Source: an optimization exercise on an open RTL-to-GDS flow (aim: small area, a short achievable clock period and few clock cycles). Production flows keep margins and buffers that such runs may drop.
The RTL was checked by simulation tests, not by an equivalence proof against the original design.
Power figures rest on the tool's default switching activity, not on a simulated workload.

[flow/run.sh]
#!/bin/bash
# synth_recipe.tcl (not shown) runs the flow's synth.tcl, then flattens the netlist and writes it again
# the make line also repeats each setting of config.mk as NAME=value (left out here)
make -C /OpenROAD-flow-scripts/flow DESIGN_CONFIG=/design/flow/config.mk WORK_HOME=/design/flow/orfs CLKGATE_MAP_FILE= SYNTH_SCRIPT=/design/flow/synth_recipe.tcl finish
[flow/config.mk]
export PLATFORM = sky130hd
export DESIGN_NAME = p1load_sync
export DESIGN_NICKNAME = p1load_sync
export VERILOG_FILES = /design/flow/design.v
export SDC_FILE = /design/flow/constraint.sdc
export NUM_CORES = 4
export LEC_CHECK = 0
export CAP_MARGIN = 20
export CORE_MARGIN = 2
export CORE_UTILIZATION = 40
export SLEW_MARGIN = 20
[flow/constraint.sdc]
create_clock -name core_clock -period 8.0 [get_ports {clk}]
set_input_delay 1.6000 -clock core_clock [delete_from_list [all_inputs] [get_ports {clk}]]
set_output_delay 1.6000 -clock core_clock [all_outputs]
set_load 0.01 [all_outputs]
[flow/design.v]
module p1load_sync (
    input  wire        clk,
    input  wire        rst,
    input  wire        cmd_valid,
    output wire        cmd_ready,
    input  wire [71:0] cmd_data,
    output reg         rsp_valid,
    output reg  [2:0]  rsp_status,
    output reg  [31:0] rsp_data,
    output wire        trst_req,
    input  wire        trst_ack,
    output wire        tx_valid,
    input  wire        tx_ready,
    output wire [7:0]  tx_data,
    output wire        tx_last,
    output wire        rx_req,
    output wire [3:0]  rx_max,
    output wire [31:0] rx_timeout,
    input  wire        rx_valid,
    input  wire [7:0]  rx_data,
    input  wire        rx_last,
    input  wire        rx_empty,
    output reg         prog_valid,
    output reg  [2:0]  prog_phase,
    output reg  [31:0] prog_offset,
    output reg  [31:0] prog_total,
    output wire [12:0] img_addr,
    input  wire [31:0] img_data,
    input  wire [31:0] img_len
);
    localparam TXCAP     = 16;
    localparam RXCAP     = 8;
    localparam MAX_IMAGE = 32768;
    localparam [2:0] S_OK = 3'd0, S_TIMEOUT = 3'd1, S_ERROR = 3'd2,
                     S_PRECOND = 3'd3, S_ILLEGAL = 3'd4;
    localparam [1:0] SESS_READY = 2'd0, SESS_LINKED = 2'd1,
                     SESS_DONE = 2'd2, SESS_FAILED = 2'd3;
    localparam [7:0] OP_INIT = 8'h01, OP_READ_REG = 8'h02, OP_LFSR_SEED = 8'h03,
                     OP_LFSR_STEP = 8'h04, OP_APPEND_BYTE = 8'h05,
                     OP_APPEND_WORD = 8'h06, OP_FLUSH = 8'h07,
                     OP_RECEIVE_BIT = 8'h08, OP_HANDSHAKE = 8'h09,
                     OP_WAIT_FOR_ACK = 8'h0A, OP_LOAD_IMAGE = 8'h0B,
                     OP_SHUTDOWN = 8'h0C;
    localparam [5:0]
        ST_IDLE     = 6'd0,
        ST_DEC      = 6'd1,
        ST_RESP     = 6'd2,
        ST_APP      = 6'd3,    
        ST_FLUSH    = 6'd4,    
        ST_AW       = 6'd5,    
        ST_RB       = 6'd6,    
        ST_RXREQ    = 6'd7,    
        ST_WA       = 6'd8,    
        ST_WA_FL    = 6'd9,
        ST_WA_RX    = 6'd10,
        ST_OKDONE   = 6'd11,
        ST_RB_DONE  = 6'd12,
        ST_WA_DONE  = 6'd13,
        ST_HS_TRST  = 6'd14,
        ST_HS_CAL1  = 6'd15,
        ST_HS_PAT   = 6'd16,
        ST_HS_CAL2  = 6'd17,
        ST_HS_FL    = 6'd18,
        ST_HS_RESP  = 6'd19,
        ST_HS_RCHK  = 6'd20,
        ST_HS_VER   = 6'd21,
        ST_HS_VCHK  = 6'd22,
        ST_LI_CNT   = 6'd23,
        ST_LI_WORD  = 6'd24,
        ST_LI_RD    = 6'd25,
        ST_LI_NEXT  = 6'd26,
        ST_LI_ACK1  = 6'd27,
        ST_LI_A1D   = 6'd28,
        ST_LI_A2D   = 6'd29,
        ST_LI_A3D   = 6'd30,
        ST_SD       = 6'd31,
        ST_SD_DONE  = 6'd32;
    reg [7:0]  lfsr;
    reg [7:0]  version;
    reg [7:0]  txbuf [0:TXCAP-1];
    reg [4:0]  txcur;
    reg [7:0]  rxbuf [0:RXCAP-1];
    reg [3:0]  rxcur;
    reg [3:0]  rxlen;
    reg [3:0]  hs_state;
    reg [1:0]  sess;
    reg [2:0]  last_status;
    reg [5:0]  state;
    reg [7:0]  op;
    reg [31:0] arg0;
    reg [31:0] arg1;
    reg [5:0]  app_ret, fl_ret, aw_ret, rb_ret, wa_ret;
    reg [7:0]  app_byte;
    reg [4:0]  fl_idx;
    reg [31:0] aw_w;
    reg [3:0]  aw_i;
    reg [31:0] rx_to;
    reg [3:0]  rx_fill;
    reg        rb_tmo;
    reg        rb_bit;
    reg [31:0] wa_k;
    reg [2:0]  wa_st;
    reg [8:0]  cnt;
    reg [7:0]  acc;
    reg [15:0] li_off;
    wire [7:0] lfsr_next = {lfsr[6:0], lfsr[7] ^ lfsr[5] ^ lfsr[4] ^ lfsr[1]};
    wire [7:0] aw_byte = {1'b1, (aw_i == 4'd10) ? 1'b1 : aw_w[2],
                          (aw_i == 4'd10), 1'b1, aw_w[1], 1'b0, 1'b1, aw_w[0]};
    reg        must_be_zero_bad;
    reg        allowed;
    always @(*) begin
        case (op)
            OP_INIT, OP_LFSR_STEP, OP_FLUSH, OP_HANDSHAKE, OP_SHUTDOWN:
                must_be_zero_bad = (arg0 != 32'd0) || (arg1 != 32'd0);
            OP_READ_REG, OP_LFSR_SEED, OP_APPEND_BYTE:
                must_be_zero_bad = (arg0[31:8] != 24'd0) || (arg1 != 32'd0);
            OP_APPEND_WORD, OP_RECEIVE_BIT, OP_WAIT_FOR_ACK:
                must_be_zero_bad = (arg1 != 32'd0);
            OP_LOAD_IMAGE:
                must_be_zero_bad = (arg0[31:2] != 30'd0);
            default:
                must_be_zero_bad = 1'b0;
        endcase
        case (op)
            OP_INIT, OP_READ_REG: allowed = 1'b1;
            OP_HANDSHAKE:         allowed = (sess == SESS_READY);
            OP_LOAD_IMAGE, OP_SHUTDOWN: allowed = (sess == SESS_LINKED);
            default:              allowed = (sess != SESS_FAILED);
        endcase
    end
    reg [31:0] reg_value;
    always @(*) begin
        case (arg0[3:0])
            4'd0: reg_value = {23'd0, hs_state, last_status, sess};
            4'd1: reg_value = {24'd0, lfsr};
            4'd2: reg_value = {24'd0, version};
            4'd3: reg_value = {27'd0, txcur};
            4'd4: reg_value = {28'd0, rxcur};
            4'd5: reg_value = {28'd0, rxlen};
            4'd6: reg_value = TXCAP;
            4'd7: reg_value = RXCAP;
            default: reg_value = MAX_IMAGE;
        endcase
    end
    wire [7:0] rx_byte = rxbuf[rxcur[2:0]];
    assign cmd_ready  = (state == ST_IDLE);
    assign trst_req   = (state == ST_HS_TRST);
    assign tx_valid   = (state == ST_FLUSH) && (txcur != 5'd0);
    assign tx_data    = txbuf[fl_idx[3:0]];
    assign tx_last    = (fl_idx == txcur - 5'd1);
    assign rx_req     = (state == ST_RXREQ) || (state == ST_WA_RX);
    assign rx_max     = (state == ST_WA_RX) ? 4'd1 : RXCAP;
    assign rx_timeout = (state == ST_WA_RX) ? 32'd25 : rx_to;
    assign img_addr   = li_off[14:2];
    always @(posedge clk) begin
        if (rst) begin
            state       <= ST_IDLE;
            lfsr        <= 8'h00;
            version     <= 8'h00;
            txcur       <= 5'd0;
            rxcur       <= 4'd0;
            rxlen       <= 4'd0;
            hs_state    <= 4'd0;
            sess        <= SESS_READY;
            last_status <= S_OK;
            rsp_valid   <= 1'b0;
            prog_valid  <= 1'b0;
            fl_idx      <= 5'd0;
            li_off      <= 16'd0;
        end else begin
            rsp_valid  <= 1'b0;
            prog_valid <= 1'b0;
            case (state)
                ST_IDLE: begin
                    if (cmd_valid) begin
                        op    <= cmd_data[7:0];
                        arg0  <= cmd_data[39:8];
                        arg1  <= cmd_data[71:40];
                        state <= ST_DEC;
                    end
                end
                ST_DEC: begin
                    rsp_status <= S_OK;
                    rsp_data   <= 32'd0;
                    state      <= ST_RESP;
                    if (op == 8'h00 || op > OP_SHUTDOWN || must_be_zero_bad ||
                        (op == OP_READ_REG && arg0[7:0] > 8'h08)) begin
                        rsp_status <= S_ILLEGAL;
                    end else if (!allowed) begin
                        rsp_status <= S_PRECOND;
                    end else begin
                        case (op)
                            OP_INIT: begin
                                txcur    <= 5'd0;
                                rxcur    <= 4'd0;
                                rxlen    <= 4'd0;
                                lfsr     <= 8'h00;
                                version  <= 8'h00;
                                hs_state <= 4'd0;
                                sess     <= SESS_READY;
                            end
                            OP_READ_REG: rsp_data <= reg_value;
                            OP_LFSR_SEED: lfsr <= arg0[7:0];
                            OP_LFSR_STEP: begin
                                lfsr     <= lfsr_next;
                                rsp_data <= {31'd0, lfsr[0]};
                            end
                            OP_APPEND_BYTE: begin
                                app_byte <= arg0[7:0];
                                app_ret  <= ST_OKDONE;
                                state    <= ST_APP;
                            end
                            OP_APPEND_WORD: begin
                                aw_w   <= arg0;
                                aw_i   <= 4'd0;
                                aw_ret <= ST_OKDONE;
                                state  <= ST_AW;
                            end
                            OP_FLUSH: begin
                                fl_ret <= ST_OKDONE;
                                state  <= ST_FLUSH;
                            end
                            OP_RECEIVE_BIT: begin
                                rx_to  <= arg0;
                                rb_ret <= ST_RB_DONE;
                                state  <= ST_RB;
                            end
                            OP_HANDSHAKE: begin
                                hs_state    <= 4'd1;
                                prog_valid  <= 1'b1;
                                prog_phase  <= 3'd0;
                                prog_offset <= 32'd0;
                                prog_total  <= 32'd0;
                                state       <= ST_HS_TRST;
                            end
                            OP_WAIT_FOR_ACK: begin
                                wa_k   <= arg0;
                                wa_ret <= ST_WA_DONE;
                                state  <= ST_WA;
                            end
                            OP_LOAD_IMAGE: begin
                                if (arg1[1:0] != 2'd0 || arg1 > MAX_IMAGE || arg1 > img_len) begin
                                    rsp_status <= S_PRECOND;
                                end else begin
                                    aw_w   <= {30'd0, arg0[1:0]};
                                    aw_i   <= 4'd0;
                                    aw_ret <= ST_LI_CNT;
                                    state  <= ST_AW;
                                end
                            end
                            default: begin  
                                aw_w   <= 32'd0;
                                aw_i   <= 4'd0;
                                aw_ret <= ST_SD;
                                state  <= ST_AW;
                            end
                        endcase
                    end
                end
                ST_RESP: begin
                    rsp_valid   <= 1'b1;
                    last_status <= rsp_status;
                    if (rsp_status == S_TIMEOUT || rsp_status == S_ERROR)
                        sess <= SESS_FAILED;
                    if (rsp_status != S_OK)
                        rsp_data <= 32'd0;
                    state <= ST_IDLE;
                end
                ST_APP: begin
                    if (txcur == TXCAP) begin
                        fl_ret <= ST_APP;
                        state  <= ST_FLUSH;
                    end else begin
                        txbuf[txcur[3:0]] <= app_byte;
                        txcur <= txcur + 5'd1;
                        state <= app_ret;
                    end
                end
                ST_FLUSH: begin
                    if (txcur == 5'd0) begin
                        state <= fl_ret;
                    end else if (tx_ready) begin
                        if (tx_last) begin
                            fl_idx <= 5'd0;
                            txcur  <= 5'd0;
                            state  <= fl_ret;
                        end else begin
                            fl_idx <= fl_idx + 5'd1;
                        end
                    end
                end
                ST_AW: begin
                    if (aw_i == 4'd11) begin
                        state <= aw_ret;
                    end else begin
                        app_byte <= aw_byte;
                        aw_w     <= aw_w >> 3;
                        aw_i     <= aw_i + 4'd1;
                        app_ret  <= ST_AW;
                        state    <= ST_APP;
                    end
                end
                ST_RB: begin
                    if (rxcur == rxlen) begin
                        rx_fill <= 4'd0;
                        state   <= ST_RXREQ;
                    end else begin
                        rxcur <= rxcur + 4'd1;
                        if (rx_byte[7:1] == 7'h7F) begin
                            rb_bit <= rx_byte[0];
                            rb_tmo <= 1'b0;
                            state  <= rb_ret;
                        end
                    end
                end
                ST_RXREQ: begin
                    if (rx_valid) begin
                        if (rx_empty) begin
                            rxcur  <= 4'd0;
                            rxlen  <= 4'd0;
                            rb_tmo <= 1'b1;
                            rb_bit <= 1'b0;
                            state  <= rb_ret;
                        end else begin
                            rxbuf[rx_fill[2:0]] <= rx_data;
                            rx_fill <= rx_fill + 4'd1;
                            if (rx_last) begin
                                rxlen <= rx_fill + 4'd1;
                                rxcur <= 4'd0;
                                state <= ST_RB;
                            end
                        end
                    end
                end
                ST_WA: begin
                    if (wa_k == 32'd0) begin
                        wa_st <= S_TIMEOUT;
                        state <= wa_ret;
                    end else begin
                        app_byte <= 8'hF9;
                        app_ret  <= ST_WA_FL;
                        state    <= ST_APP;
                    end
                end
                ST_WA_FL: begin
                    fl_ret <= ST_WA_RX;
                    state  <= ST_FLUSH;
                end
                ST_WA_RX: begin
                    if (rx_valid) begin
                        if (rx_empty) begin
                            wa_k  <= wa_k - 32'd1;
                            state <= ST_WA;
                        end else begin
                            wa_st <= (rx_data == 8'hFE) ? S_OK : S_ERROR;
                            state <= wa_ret;
                        end
                    end
                end
                ST_OKDONE: state <= ST_RESP;
                ST_RB_DONE: begin
                    rsp_status <= rb_tmo ? S_TIMEOUT : S_OK;
                    rsp_data   <= {31'd0, rb_bit};
                    state      <= ST_RESP;
                end
                ST_WA_DONE: begin
                    rsp_status <= wa_st;
                    state      <= ST_RESP;
                end
                ST_HS_TRST: begin
                    if (trst_ack) begin
                        lfsr     <= 8'h50;
                        app_byte <= 8'hF9;
                        app_ret  <= ST_HS_CAL1;
                        state    <= ST_APP;
                    end
                end
                ST_HS_CAL1: begin
                    hs_state <= 4'd2;
                    cnt      <= 9'd0;
                    state    <= ST_HS_PAT;
                end
                ST_HS_PAT: begin
                    if (cnt == 9'd250) begin
                        hs_state <= 4'd3;
                        cnt      <= 9'd0;
                        state    <= ST_HS_CAL2;
                    end else begin
                        app_byte <= {7'h7F, lfsr[0]};
                        lfsr     <= lfsr_next;
                        cnt      <= cnt + 9'd1;
                        app_ret  <= ST_HS_PAT;
                        state    <= ST_APP;
                    end
                end
                ST_HS_CAL2: begin
                    if (cnt == 9'd258) begin
                        fl_ret <= ST_HS_FL;
                        state  <= ST_FLUSH;
                    end else begin
                        app_byte <= 8'hF9;
                        cnt      <= cnt + 9'd1;
                        app_ret  <= ST_HS_CAL2;
                        state    <= ST_APP;
                    end
                end
                ST_HS_FL: begin
                    prog_valid  <= 1'b1;
                    prog_phase  <= 3'd1;
                    prog_offset <= 32'd0;
                    prog_total  <= 32'd0;
                    hs_state    <= 4'd5;
                    cnt         <= 9'd0;
                    state       <= ST_HS_RESP;
                end
                ST_HS_RESP: begin
                    if (cnt == 9'd250) begin
                        prog_valid  <= 1'b1;
                        prog_phase  <= 3'd2;
                        prog_offset <= 32'd0;
                        prog_total  <= 32'd0;
                        hs_state    <= 4'd6;
                        cnt         <= 9'd0;
                        acc         <= 8'd0;
                        state       <= ST_HS_VER;
                    end else begin
                        rx_to  <= 32'd100;
                        rb_ret <= ST_HS_RCHK;
                        state  <= ST_RB;
                    end
                end
                ST_HS_RCHK: begin
                    if (rb_tmo) begin
                        hs_state   <= 4'd9;
                        rsp_status <= S_TIMEOUT;
                        state      <= ST_RESP;
                    end else begin
                        lfsr <= lfsr_next;
                        if (rb_bit != lfsr[0]) begin
                            hs_state   <= 4'd8;
                            rsp_status <= S_ERROR;
                            state      <= ST_RESP;
                        end else begin
                            cnt   <= cnt + 9'd1;
                            state <= ST_HS_RESP;
                        end
                    end
                end
                ST_HS_VER: begin
                    if (cnt == 9'd8) begin
                        prog_valid  <= 1'b1;
                        prog_phase  <= 3'd3;
                        prog_offset <= 32'd0;
                        prog_total  <= 32'd0;
                        hs_state    <= 4'd7;
                        version     <= acc;
                        sess        <= SESS_LINKED;
                        rsp_data    <= {24'd0, acc};
                        state       <= ST_RESP;
                    end else begin
                        rx_to  <= 32'd50;
                        rb_ret <= ST_HS_VCHK;
                        state  <= ST_RB;
                    end
                end
                ST_HS_VCHK: begin
                    if (rb_tmo) begin
                        hs_state   <= 4'd9;
                        rsp_status <= S_TIMEOUT;
                        state      <= ST_RESP;
                    end else begin
                        acc   <= {rb_bit, acc[7:1]};
                        cnt   <= cnt + 9'd1;
                        state <= ST_HS_VER;
                    end
                end
                ST_LI_CNT: begin
                    aw_w   <= {2'd0, arg1[31:2]};
                    aw_i   <= 4'd0;
                    aw_ret <= ST_LI_WORD;
                    li_off <= 16'd0;
                    state  <= ST_AW;
                end
                ST_LI_WORD: begin
                    if (li_off == arg1[15:0]) begin
                        fl_ret <= ST_LI_ACK1;
                        state  <= ST_FLUSH;
                    end else begin
                        if (li_off[9:0] == 10'd0) begin
                            prog_valid  <= 1'b1;
                            prog_phase  <= 3'd4;
                            prog_offset <= {16'd0, li_off};
                            prog_total  <= arg1;
                        end
                        state <= ST_LI_RD;
                    end
                end
                ST_LI_RD: begin
                    aw_w   <= img_data;
                    aw_i   <= 4'd0;
                    aw_ret <= ST_LI_NEXT;
                    state  <= ST_AW;
                end
                ST_LI_NEXT: begin
                    li_off <= li_off + 16'd4;
                    state  <= ST_LI_WORD;
                end
                ST_LI_ACK1: begin
                    wa_k   <= 32'd400;
                    wa_ret <= ST_LI_A1D;
                    state  <= ST_WA;
                end
                ST_LI_A1D: begin
                    if (wa_st != S_OK) begin
                        rsp_status <= wa_st;
                        state      <= ST_RESP;
                    end else if (arg0[1]) begin
                        prog_valid  <= 1'b1;
                        prog_phase  <= 3'd5;
                        prog_offset <= 32'd0;
                        prog_total  <= arg1;
                        wa_k        <= 32'd200;
                        wa_ret      <= ST_LI_A2D;
                        state       <= ST_WA;
                    end else begin
                        prog_valid  <= 1'b1;
                        prog_phase  <= 3'd7;
                        prog_offset <= 32'd0;
                        prog_total  <= arg1;
                        sess        <= SESS_DONE;
                        state       <= ST_RESP;
                    end
                end
                ST_LI_A2D: begin
                    if (wa_st != S_OK) begin
                        rsp_status <= wa_st;
                        state      <= ST_RESP;
                    end else begin
                        prog_valid  <= 1'b1;
                        prog_phase  <= 3'd6;
                        prog_offset <= 32'd0;
                        prog_total  <= arg1;
                        wa_k        <= 32'd80;
                        wa_ret      <= ST_LI_A3D;
                        state       <= ST_WA;
                    end
                end
                ST_LI_A3D: begin
                    if (wa_st != S_OK) begin
                        rsp_status <= wa_st;
                        state      <= ST_RESP;
                    end else begin
                        prog_valid  <= 1'b1;
                        prog_phase  <= 3'd7;
                        prog_offset <= 32'd0;
                        prog_total  <= arg1;
                        sess        <= SESS_DONE;
                        state       <= ST_RESP;
                    end
                end
                ST_SD: begin
                    fl_ret <= ST_SD_DONE;
                    state  <= ST_FLUSH;
                end
                ST_SD_DONE: begin
                    sess  <= SESS_DONE;
                    state <= ST_RESP;
                end
                default: state <= ST_IDLE;
            endcase
        end
    end
endmodule
==> run notes <==
status=timing/DRC/antenna clean; critical path class=flip-flop to primary output; global-route wire length before repair=119.2 mm; DRT Pass-1 Iters=8; Num Clock Sinks=552; Fin. Hold Viols=0; critical path endpoint category=primary output; crit path DAT=approximately 3900 ps; starting density of the core=about 40%; setup ws final=around 2500 ps; Max Cap Viol=0; #FFs+latches synth=approximately 550; Slew Limit Fails=0; Die W=258.9 µm; CP max stage cell=nor4b_1; Syn Inst Count=about 2200; Most used DFF post-synth=edfxtp_1; RSZ-0062 raised after global routing=false; PD cells=about 240 nW/µm²; fraction of layout cells with a size suffix above 1=about a tenth; Synth async-reset ratio=0%; measured slew at the worst slew-check pin=approximately 1200 ps; Worst Path Required=about 6400 ps; most frequent CP cell=buf_4; Leak=10.85 nW; WL final=~80 mm; cells along the critical path=buf_4 > nor4b_1 > nand2_4 > buf_4 > inv_1 > clkdlybuf4s50_1; worst hold slack=between 400 and 500 ps; sequential share of the synthesized area=roughly 61%; count of unique library cells instantiated by Yosys=88; Setup Fix Bufs, Post-CTS=0; Fmax achieved=roughly 180 MHz; most frequent cell after synthesis=edfxtp_1; Layout Skew=approximately 46 ps; Ports=318; Cell Rows=93; number of DRC markers in iteration 0=2060; clk buf depth=3; Area Overhead vs Synth=21.45%; GRT Overall Usage=approximately a quarter; EDFF count, synth=480; NumNets Final=about 2600; DP Wirelength=57.23 mm; CP max FO=between 70 and 80; port buffer count=roughly 280; final setup TNS=0 ps; Max VDD drop=0.1580 mV; wire per inst=24.10 µm; # resized after CTS=0; mean post-synth cell area=12.09 µm²; Hold Crit Class=flip-flop to flip-flop; post-route ant nets=0; CP max stage delay=around 790 ps; top cells by count, synth=480 x edfxtp_1, 252 x nand2_1, 176 x nor2_1, 94 x clkbuf_1, 72 x dfxtp_1; antenna violations before repair=6; final worst-path cycle share=between 60% and 70%; leading area contributor after synthesis=edfxtp_1; final global-route overflow total=0; post-placement setup slack=~2600 ps; Layout Cells excl Fill=between 3000 and 4000; Worst setup SP type=flip-flop; CTS H-tree lvls=2; vias=~19000; Final min period=5486 ps; CORE AREA=64350 µm²; Synth top area share=between 50% and 60%; Placer Congestion=~1; floorplan die height=around 260 µm; # setup viols final=0; Rel. slew slack=between 15 and 20%; Post-Place Cells=~3200; Yosys warning total=1; vias per cell=between 5 and 6; clock slew at reported path FFs=roughly 60 ps; Worst-Skew Late Latency=around 650 ps; cts hold-fix bufs=0; DIE AREA=approximately 67000 µm²; pin count of the biggest net entering global routing=73; CTS tree=built; ranking of synthesized cells by area=edfxtp_1 55%, dfxtp_1 5.5%, mux4_2 3.8%, nand2_1 3.6%, nor2_1 2.5%; Post-route DRC=0; Root Driver=clkbuf_16; vias in the first global route=18680; CTS buffer count=a little under 60; synthesized cell area=about 26000 µm²
worst max-delay path: cells and delay by family (launching register included):
kind	cells	cell delay [ps]
DFF	1	310
and+or+nand+nor	2	1230
buffers and inverters	4	1690
report_power, final:
part	switching (mW)	internal [mW]	total (mW)
clock	1.19	1.67	2.86
sequential	0.148	3.36	3.50
combinational	0.716	0.431	1.15
total	2.05	5.45	7.51
area by class of cell:
class	count	area [µm²]
antenna	1	2.502
fill	5654	32780
tap	855	1070
clock buffer	68	1529
multi-input combinational	1409	9300
inverter	63	236.5
sequential	552	15860
timing repair buffer	318	3070
clock inverter	41	499.2
routing by layer:
metal  GRT usage (%)  up-vias  share of wire, %
met5               0        -             0.063
met4           6.150        8               2.4
met3           4.589      135               7.7
met2           38.73      797                48
met1           31.96     9255                42
li1                -     8509                 -
logic make-up after synthesis:
logic type               synth area share [%]
buffers and inverters                   4.241
AO/OA/AOI/OAI                           8.887
multiplexers                            4.540
flip-flops                              61.01
adder cells (fa/ha/maj)                 2.359
AND/OR/NAND/NOR                         16.26
other                                 0.01443
XOR/XNOR                                2.696
final timing paths:
| kind | cells past startpoint | start | end | slack (ps) |
|---|---|---|---|---|
| min reg2reg | 2 | last_status[0]$_SDFFE_PP0P_ | last_status[0]$_SDFFE_PP0P_ | 460 |
| max reg2reg | 8 | arg0[3]$_DFFE_PP_ | rx_to[13]$_DFFE_PP_ | 3340 |
| max | 6 | state[3]$_SDFFE_PP0P_ | rx_max[0] | 2510 |
| min | 2 | last_status[0]$_SDFFE_PP0P_ | last_status[0]$_SDFFE_PP0P_ | 460 |
flip-flops by register name, summed over array words and instances, names as in the netlist, 6 cells and up, named ones only:
register,flops
aw_w,32
prog_total,32
arg1,32
rsp_data,10
txbuf,128
cnt,9
prog_offset,14
rx_to,32
rxbuf,64
li_off,14
lfsr,8
app_byte,8
arg0,32
wa_k,32
op,8
state,6
version,8
acc,8
placed cells by master (no fill, tap or decap), drive strengths merged, types with 8 or more instances in the layout:
master and count:
a211oi 8, a21oi 69, a221oi 10, a222oi 30, a22o 9, a22oi 18
a311oi 8, and2 40, and3 61, buf 44, bufinv 9, clkbuf 68
clkdlybuf4s50 274, clkinv 26, conb 42, dfxtp 72, edfxtp 480, ha 49
inv 64, mux2i 11, mux4 44, nand2 252, nand2b 26, nand3 45
nand4 36, nor2 176, nor2b 52, nor3 51, nor3b 9, nor4 45
o21ai 66, o22ai 28, or4 10, xnor2 53, xor2 27
through the flow:
stage / total power [mW] / cell area, µm² / util [%]
4_1_cts: 7.534 / 31540 / 49.01
3_5_place_dp: 4.692 / 29510 / 45.86
3_3_place_gp: 4.687 / 29500 / 45.85
5_1_grt: 7.749 / 31560 / 49.05
6_report: 7.505 / 31570 / 49.05
2_1_floorplan: 4.101 / 26150 / -
Testbench counts, summed over its fixed seeds: cycles 169,984.

-- re-timing with driven ports --
The results above use ideal ports. As a check the final layout listed here was re-extracted and re-timed, cells and wires unchanged.
Step 1: set_driving_cell puts a clkbuf_16 on clk and a buf_2 on each other input, an assumption about the parent block.
Step 2 times the ports against the registers' clock, not the clock port: input delays grow and output delays shrink by t, the midpoint of the rising clock arrivals with the driver on.
a / b / c = no drivers / after step 1 / after step 2; a / b = the first two.
t (ns): 0.686
setup WS [ns]: 2.514 / 2.456 / 2.581
cell pins on the clock port's net: 1
After both steps this run still meets setup and hold. The setup slack of this run moves by -0.058 ns with the drivers and by +0.067 ns with both steps.
